Source: an optimization exercise on an open RTL-to-GDS flow (aim: small area, a short achievable clock period and few clock cycles per item). Production flows keep margins and buffers that such runs may drop.
RTL that was checked went through simulation tests only; none was proved equivalent to the original.

Setup of before:
==> flow/design.v <==
module sm3_compress (
    input  wire         clk,
    input  wire         rst,         
    input  wire         wvalid_i,    
    input  wire [31:0]  wdata_i,
    input  wire         wfinal_i,    
    output wire         wtake_o,     
    output wire         wopen_o,     
    output reg          done_o,      
    output wire [255:0] digest_o     
);
    localparam [255:0] IV = {32'h7380166F, 32'h4914B2B9, 32'h172442D7, 32'hDA8A0600,
                             32'hA96F30BC, 32'h163138AA, 32'hE38DEE4D, 32'hB0FB0E4E};
    localparam [31:0]  T0 = 32'h79CC4519;
    localparam [31:0]  T1 = 32'h7A879D8A;
    localparam [1:0] S_PRE   = 2'd0;     
    localparam [1:0] S_ROUND = 2'd1;
    localparam [1:0] S_FIN   = 2'd2;     
    function [31:0] rotl;
        input [31:0] x;
        input [4:0]  n;
        begin
            rotl = (x << n) | (x >> (6'd32 - {1'b0, n}));
        end
    endfunction
    function [31:0] p0;
        input [31:0] x;
        begin
            p0 = x ^ {x[22:0], x[31:23]} ^ {x[14:0], x[31:15]};
        end
    endfunction
    function [31:0] p1;
        input [31:0] x;
        begin
            p1 = x ^ {x[16:0], x[31:17]} ^ {x[8:0], x[31:9]};
        end
    endfunction
    function [31:0] add32;
        input [31:0] x;
        input [31:0] y;
        reg   [31:0] g, p, gn, pn;
        integer      i, d;
        begin
            g = x & y;
            p = x ^ y;
            for (d = 1; d < 32; d = d * 2) begin
                for (i = 0; i < 32; i = i + 1) begin
                    if (i >= d) begin
                        gn[i] = g[i] | (p[i] & g[i - d]);
                        pn[i] = p[i] & p[i - d];
                    end else begin
                        gn[i] = g[i];
                        pn[i] = p[i];
                    end
                end
                g = gn;
                p = pn;
            end
            add32 = (x ^ y) ^ {g[30:0], 1'b0};
        end
    endfunction
    reg [1:0]   state_q;
    reg [5:0]   round_q;
    reg [2:0]   npre_q;                  
    reg         first_q;                 
    reg         cur_final_q;             
    reg [255:0] v_q;                     
    reg [31:0]  a_q, b_q, c_q, d_q, e_q, f_q, g_q, h_q;
    reg [31:0]  k_q;                     
    reg         early_q;                 
    reg [511:0] w_q;                     
    wire in_round = (state_q == S_ROUND);
    wire in_pre   = (state_q == S_PRE);
    wire in_fin   = (state_q == S_FIN);
    wire need_in  = in_round & (round_q < 6'd11);
    wire opt_in   = (in_round & (round_q == 6'd63)) | in_fin | in_pre;
    wire take     = wvalid_i & (need_in | opt_in);
    wire gen      = in_round & (round_q >= 6'd11) & (round_q < 6'd63);
    wire shift    = take | gen;
    wire go       = in_round & (~need_in | wvalid_i);
    wire start    = in_pre & (npre_q == 3'd4) & wvalid_i;
    assign wtake_o = take;
    assign wopen_o = rst | ~in_round | ~go | (round_q < 6'd10) | (round_q >= 6'd62);
    wire [31:0] w0  = w_q[511:480];
    wire [31:0] w3  = w_q[415:384];
    wire [31:0] w7  = w_q[287:256];
    wire [31:0] w10 = w_q[191:160];
    wire [31:0] w11 = w_q[159:128];      
    wire [31:0] w13 = w_q[95:64];
    wire [31:0] w15 = w_q[31:0];         
    wire [31:0] w_gen = p1(w0 ^ w7 ^ {w13[16:0], w13[31:17]})
                        ^ {w3[24:0], w3[31:25]} ^ w10;
    wire [31:0] w_in  = gen ? w_gen : wdata_i;
    wire        early = early_q;
    wire [31:0] a_r12 = {a_q[19:0], a_q[31:20]};
    wire [31:0] ss_t  = a_r12 + e_q + k_q;
    wire [31:0] ss1   = {ss_t[24:0], ss_t[31:25]};
    wire [31:0] ss2   = ss1 ^ a_r12;
    wire [31:0] ff    = early ? (a_q ^ b_q ^ c_q)
                              : ((a_q & b_q) | (a_q & c_q) | (b_q & c_q));
    wire [31:0] gg    = early ? (e_q ^ f_q ^ g_q)
                              : ((e_q & f_q) | (~e_q & g_q));
    wire [31:0] ffdw  = ff + d_q + (w11 ^ w15);      
    wire [31:0] gghw  = gg + h_q + w11;              
    wire [31:0] tt1   = add32(ffdw, ss2);
    wire [31:0] tt2   = add32(gghw, ss1);
    wire [255:0] v_new = v_q ^ {a_q, b_q, c_q, d_q, e_q, f_q, g_q, h_q};
    assign digest_o = v_q;
    always @(posedge clk) begin
        if (shift)
            w_q <= {w_q[479:0], w_in};
        if (start) begin
            k_q     <= T0;
            early_q <= 1'b1;
        end else if (go) begin
            k_q     <= (round_q == 6'd15) ? rotl(T1, 5'd16) : {k_q[30:0], k_q[31]};
            if (round_q == 6'd15)
                early_q <= 1'b0;
        end
        if (go) begin
            a_q <= tt1;
            b_q <= a_q;
            c_q <= {b_q[22:0], b_q[31:23]};
            d_q <= c_q;
            e_q <= p0(tt2);
            f_q <= e_q;
            g_q <= {f_q[12:0], f_q[31:13]};
            h_q <= g_q;
        end else if (in_pre) begin
            {a_q, b_q, c_q, d_q, e_q, f_q, g_q, h_q} <= v_q;
        end
        if (in_fin)
            v_q <= v_new;
        else if (in_pre & first_q & ~done_o)
            v_q <= IV;
        if (rst) begin
            state_q     <= S_PRE;
            npre_q      <= 3'd0;
            first_q     <= 1'b1;
            cur_final_q <= 1'b0;
            done_o      <= 1'b0;
            round_q     <= 6'd0;
        end else begin
            done_o <= in_fin & cur_final_q;
            case (state_q)
                S_PRE: begin
                    if (start) begin
                        npre_q      <= 3'd0;
                        round_q     <= 6'd0;
                        cur_final_q <= 1'b0;
                        first_q     <= 1'b0;
                        state_q     <= S_ROUND;
                    end else if (take) begin
                        npre_q <= npre_q + 3'd1;
                    end
                end
                S_ROUND: begin
                    if (take & wfinal_i & need_in)
                        cur_final_q <= 1'b1;
                    if (take & ~need_in)
                        npre_q <= npre_q + 3'd1;
                    if (go) begin
                        round_q <= round_q + 6'd1;
                        if (round_q == 6'd63)
                            state_q <= S_FIN;
                    end
                end
                S_FIN: begin
                    if (take)
                        npre_q <= npre_q + 3'd1;
                    first_q <= cur_final_q;
                    state_q <= S_PRE;
                end
                default: state_q <= S_PRE;
            endcase
        end
    end
endmodule
module sm3_stream (
    input  wire         clk,
    input  wire         rst,          
    input  wire         in_valid,
    output reg          in_ready,
    input  wire [31:0]  in_data,      
    input  wire         in_last,
    input  wire [2:0]   in_nbytes,    
    output wire         out_valid,
    output wire [255:0] digest_o
);
    reg         pad_q;        
    reg         need80_q;     
    reg         lenblk_q;     
    reg [3:0]   slot_q;       
    reg [58:0]  words_q;      
    reg [1:0]   resid_q;      
    reg         clr_q;        
    wire        core_take;
    wire        core_open;
    wire [63:0] len_bits = {words_q, resid_q, 3'b000};
    wire        words_inc;      
    wire        nb4 = in_nbytes[2];     
    assign      words_inc = ~in_last | nb4;
    reg  [31:0] last_word;
    always @(*) begin
        case (in_nbytes[1:0])
            2'd0: last_word = 32'h80000000;
            2'd1: last_word = {in_data[31:24], 24'h800000};
            2'd2: last_word = {in_data[31:16], 16'h8000};
            default: last_word = {in_data[31:8], 8'h80};
        endcase
        if (nb4)
            last_word = in_data;
    end
    wire [31:0] pad_word = need80_q ? 32'h80000000 :
                           (lenblk_q & (slot_q == 4'd14)) ? len_bits[63:32] :
                           (lenblk_q & (slot_q == 4'd15)) ? len_bits[31:0] : 32'd0;
    wire        f_valid = pad_q | in_valid;
    wire [31:0] f_data  = pad_q ? pad_word : (in_last ? last_word : in_data);
    wire        f_final = pad_q & lenblk_q & (slot_q == 4'd15);
    wire        pad_n      = core_take ? (pad_q ? ~f_final : in_last) : pad_q;
    sm3_compress u_cf (
        .clk      (clk),
        .rst      (rst),
        .wvalid_i (f_valid),
        .wdata_i  (f_data),
        .wfinal_i (f_final),
        .wtake_o  (core_take),
        .wopen_o  (core_open),
        .done_o   (out_valid),
        .digest_o (digest_o)
    );
    always @(posedge clk) begin
        in_ready <= rst | (~pad_n & core_open);
        if (rst) begin
            pad_q      <= 1'b0;
            need80_q   <= 1'b0;
            lenblk_q   <= 1'b0;
            slot_q     <= 4'd0;
            clr_q      <= 1'b1;
        end else begin
            if (core_take) begin
                slot_q <= slot_q + 4'd1;
                if (!pad_q) begin
                    if (clr_q | words_inc)
                        words_q <= clr_q ? {58'd0, words_inc} : words_q + 59'd1;
                    clr_q   <= 1'b0;
                    if (in_last) begin
                        pad_q    <= 1'b1;
                        need80_q <= nb4;
                        resid_q  <= nb4 ? 2'd0 : in_nbytes[1:0];
                    end
                end else begin
                    need80_q <= 1'b0;
                    if (f_final) begin
                        pad_q <= 1'b0;
                        clr_q <= 1'b1;
                    end
                end
                if (slot_q == 4'd15)
                    lenblk_q <= pad_q ? ~lenblk_q : (in_last & ~nb4);
                else if (pad_q ? need80_q : (in_last & ~nb4))
                    lenblk_q <= (slot_q < 4'd14);
            end
        end
    end
endmodule
export LEC_CHECK = 0
export CAP_MARGIN = 20
export CORE_MARGIN = 2
export CORE_UTILIZATION = 40
export PLACE_DENSITY = 0.6
export SLEW_MARGIN = 20
create_clock -name core_clock -period 20.0 [get_ports {clk}]
standard.sh (not shown) runs the stock make flow with config.mk's settings and CLKGATE_MAP_FILE= SYNTH_SCRIPT=/design/flow/synth_recipe.tcl, a recipe that flattens the netlist after the stock synthesis.
==> flow/flow/run.sh <==
#!/bin/bash
# Layout flow: the standard ORFS flow, with four changes.
#  1. Synthesis is ORFS's synthesis script (as synth_recipe.tcl runs it) except
#     that ABC maps the logic with the delay-oriented script flow/abc_delay.script
#     and adders are left to ABC (no full-adder cell mapping, ADDER_MAP_FILE empty).
#     Registers are mapped before ABC, so they are the standard synthesis's.
#  2. The timing repair passes aim for extra setup slack (SETUP_SLACK_MARGIN),
#     working on the worst 5% of the endpoints below it (TNS_END_PERCENT).
#  3. The port buffers are buf_2 cells instead of the default (a delay cell).
#  4. Clock tree synthesis adds no dummy loads and clusters up to 22 sinks per leaf buffer.
# The clock, constraints and every other step are the standard flow's.
set -euo pipefail
W=$(pwd)
SCR=${FLOW_HOME:-/OpenROAD-flow-scripts/flow}/scripts
sed "s#log_cmd abc {\*}\$abc_args#log_cmd abc {*}[lreplace \$abc_args 1 1 $W/flow/abc_delay.script]#" \
    "$SCR/synth.tcl" > "$W/synth_delay.tcl"
grep -q "abc_delay.script" "$W/synth_delay.tcl"
sed "s#\$::env(SCRIPTS_DIR)/synth.tcl#$W/synth_delay.tcl#" "$W/synth_recipe.tcl" > "$W/synth_recipe_delay.tcl"
grep -q "synth_delay.tcl" "$W/synth_recipe_delay.tcl"
bash standard.sh synth SYNTH_SCRIPT="$W/synth_recipe_delay.tcl" ADDER_MAP_FILE= > synth_make.log 2>&1
bash standard.sh finish SETUP_SLACK_MARGIN=14.5 TNS_END_PERCENT=0 CORE_UTILIZATION=50 PLACE_DENSITY=0.65 \
    "BUFFER_PORTS_ARGS=-buffer_cell sky130_fd_sc_hd__buf_2" \
    "CTS_ARGS=-sink_clustering_enable -repair_clock_nets -dont_use_dummy_load -sink_clustering_size 22 -sink_clustering_max_diameter 100" \
    > layout_make.log 2>&1
==> flow/flow/abc_delay.script <==
strash
dch
map -D 3500
buffer -c
topo
stime -c
upsize -c
dnsize -c
before finished every step from synthesis to the final layout, and the layout passed the timing, DRC and antenna checks.
Testbench counts of before, summed over its fixed seeds: cycles 58,300, bytes 42,033.
Modified inputs, after compared to before
==> flow/design.v, changed modules only <==
module sm3_stream (
    input  wire         clk,
    input  wire         rst,          
    input  wire         in_valid,
    output reg          in_ready,
    input  wire [31:0]  in_data,      
    input  wire         in_last,
    input  wire [2:0]   in_nbytes,    
    output wire         out_valid,
    output wire [255:0] digest_o
);
    reg         ib_valid_q;
    reg [31:0]  ib_data_q;
    reg         ib_last_q;
    reg [2:0]   ib_nb_q;
    reg         pad_q;        
    reg         need80_q;     
    reg         lenblk_q;     
    reg [3:0]   slot_q;       
    reg [58:0]  words_q;      
    reg [1:0]   resid_q;      
    reg         clr_q;        
    wire        core_take;
    wire        core_open;
    wire [63:0] len_bits = {words_q, resid_q, 3'b000};
    wire        words_inc;      
    wire        nb4 = ib_nb_q[2];     
    assign      words_inc = ~ib_last_q | nb4;
    reg  [31:0] last_word;
    always @(*) begin
        case (ib_nb_q[1:0])
            2'd0: last_word = 32'h80000000;
            2'd1: last_word = {ib_data_q[31:24], 24'h800000};
            2'd2: last_word = {ib_data_q[31:16], 16'h8000};
            default: last_word = {ib_data_q[31:8], 8'h80};
        endcase
        if (nb4)
            last_word = ib_data_q;
    end
    wire [31:0] pad_word = need80_q ? 32'h80000000 :
                           (lenblk_q & (slot_q == 4'd14)) ? len_bits[63:32] :
                           (lenblk_q & (slot_q == 4'd15)) ? len_bits[31:0] : 32'd0;
    wire        f_valid = pad_q | ib_valid_q;
    wire [31:0] f_data  = pad_q ? pad_word : (ib_last_q ? last_word : ib_data_q);
    wire        f_final = pad_q & lenblk_q & (slot_q == 4'd15);
    wire        ib_take = core_take & ~pad_q;
    wire        ib_valid_n = (in_valid & in_ready) | (ib_valid_q & ~ib_take);
    wire        pad_n      = core_take ? (pad_q ? ~f_final : ib_last_q) : pad_q;
    sm3_compress u_cf (
        .clk      (clk),
        .rst      (rst),
        .wvalid_i (f_valid),
        .wdata_i  (f_data),
        .wfinal_i (f_final),
        .wtake_o  (core_take),
        .wopen_o  (core_open),
        .done_o   (out_valid),
        .digest_o (digest_o)
    );
    always @(posedge clk) begin
        if (in_valid & in_ready) begin
            ib_data_q <= in_data;
            ib_last_q <= in_last;
            ib_nb_q   <= in_nbytes;
        end
        in_ready <= rst | ~ib_valid_n | (~pad_n & core_open);
        if (rst) begin
            ib_valid_q <= 1'b0;
            pad_q      <= 1'b0;
            need80_q   <= 1'b0;
            lenblk_q   <= 1'b0;
            slot_q     <= 4'd0;
            clr_q      <= 1'b1;
        end else begin
            if (in_valid & in_ready)
                ib_valid_q <= 1'b1;
            else if (ib_take)
                ib_valid_q <= 1'b0;
            if (core_take) begin
                slot_q <= slot_q + 4'd1;
                if (!pad_q) begin
                    if (clr_q | words_inc)
                        words_q <= clr_q ? {58'd0, words_inc} : words_q + 59'd1;
                    clr_q   <= 1'b0;
                    if (ib_last_q) begin
                        pad_q    <= 1'b1;
                        need80_q <= nb4;
                        resid_q  <= nb4 ? 2'd0 : ib_nb_q[1:0];
                    end
                end else begin
                    need80_q <= 1'b0;
                    if (f_final) begin
                        pad_q <= 1'b0;
                        clr_q <= 1'b1;
                    end
                end
                if (slot_q == 4'd15)
                    lenblk_q <= pad_q ? ~lenblk_q : (ib_last_q & ~nb4);
                else if (pad_q ? need80_q : (ib_last_q & ~nb4))
                    lenblk_q <= (slot_q < 4'd14);
            end
        end
    end
endmodule
Findings:
- after went all the way through the flow, and no timing, DRC or antenna check failed.
- In the tables for before and after, utilization of the core after routing reads higher with after.
- after vs before, count of flip-flops with a built-in enable after synthesis went up by 36.
- Between before and after, the flow reports routed wire length increasing by more than 10%.
- Compared with before, after improves post-route minimum period.
- From after to before, number of hold violations in the final report did not move at all.
- Number of vias after detailed routing (after vs. before) increases by a few percent
The RTL of after was laid out without a check of its function.

==> static timing again, ports no longer ideal <==
In the flow no input, the clock included, has a driving cell. The finished layouts below were timed again as built, in two steps.
Step 1 sets driving cells, clkbuf_16 on the clock port and buf_2 on the other inputs (assumed; they add their load-dependent delay and slew).
Step 2 also shifts input and output timing later by t, the mid clock arrival at the registers, as if the neighbouring blocks saw the same clock.
a / b / c = ideal ports / drivers / drivers and shift; a / b = the first two.
| run | t, ns | slack for setup (ns) | slew at the worst register clock pin (ns) | worst slew at a driven data input, ns |
|---|---|---|---|---|
| before | 0.771 | 14.347 / 14.378 / 13.607 | 0.10 / 0.10 | 0.05 |
| after | 0.738 | 14.396 / 14.356 / 14.396 | 0.10 / 0.10 | 0.05 |
After both steps setup and hold are still met in every run listed. The setup slack of before, which loses most, moves by +0.031 ns with the drivers and by -0.740 ns with both steps.
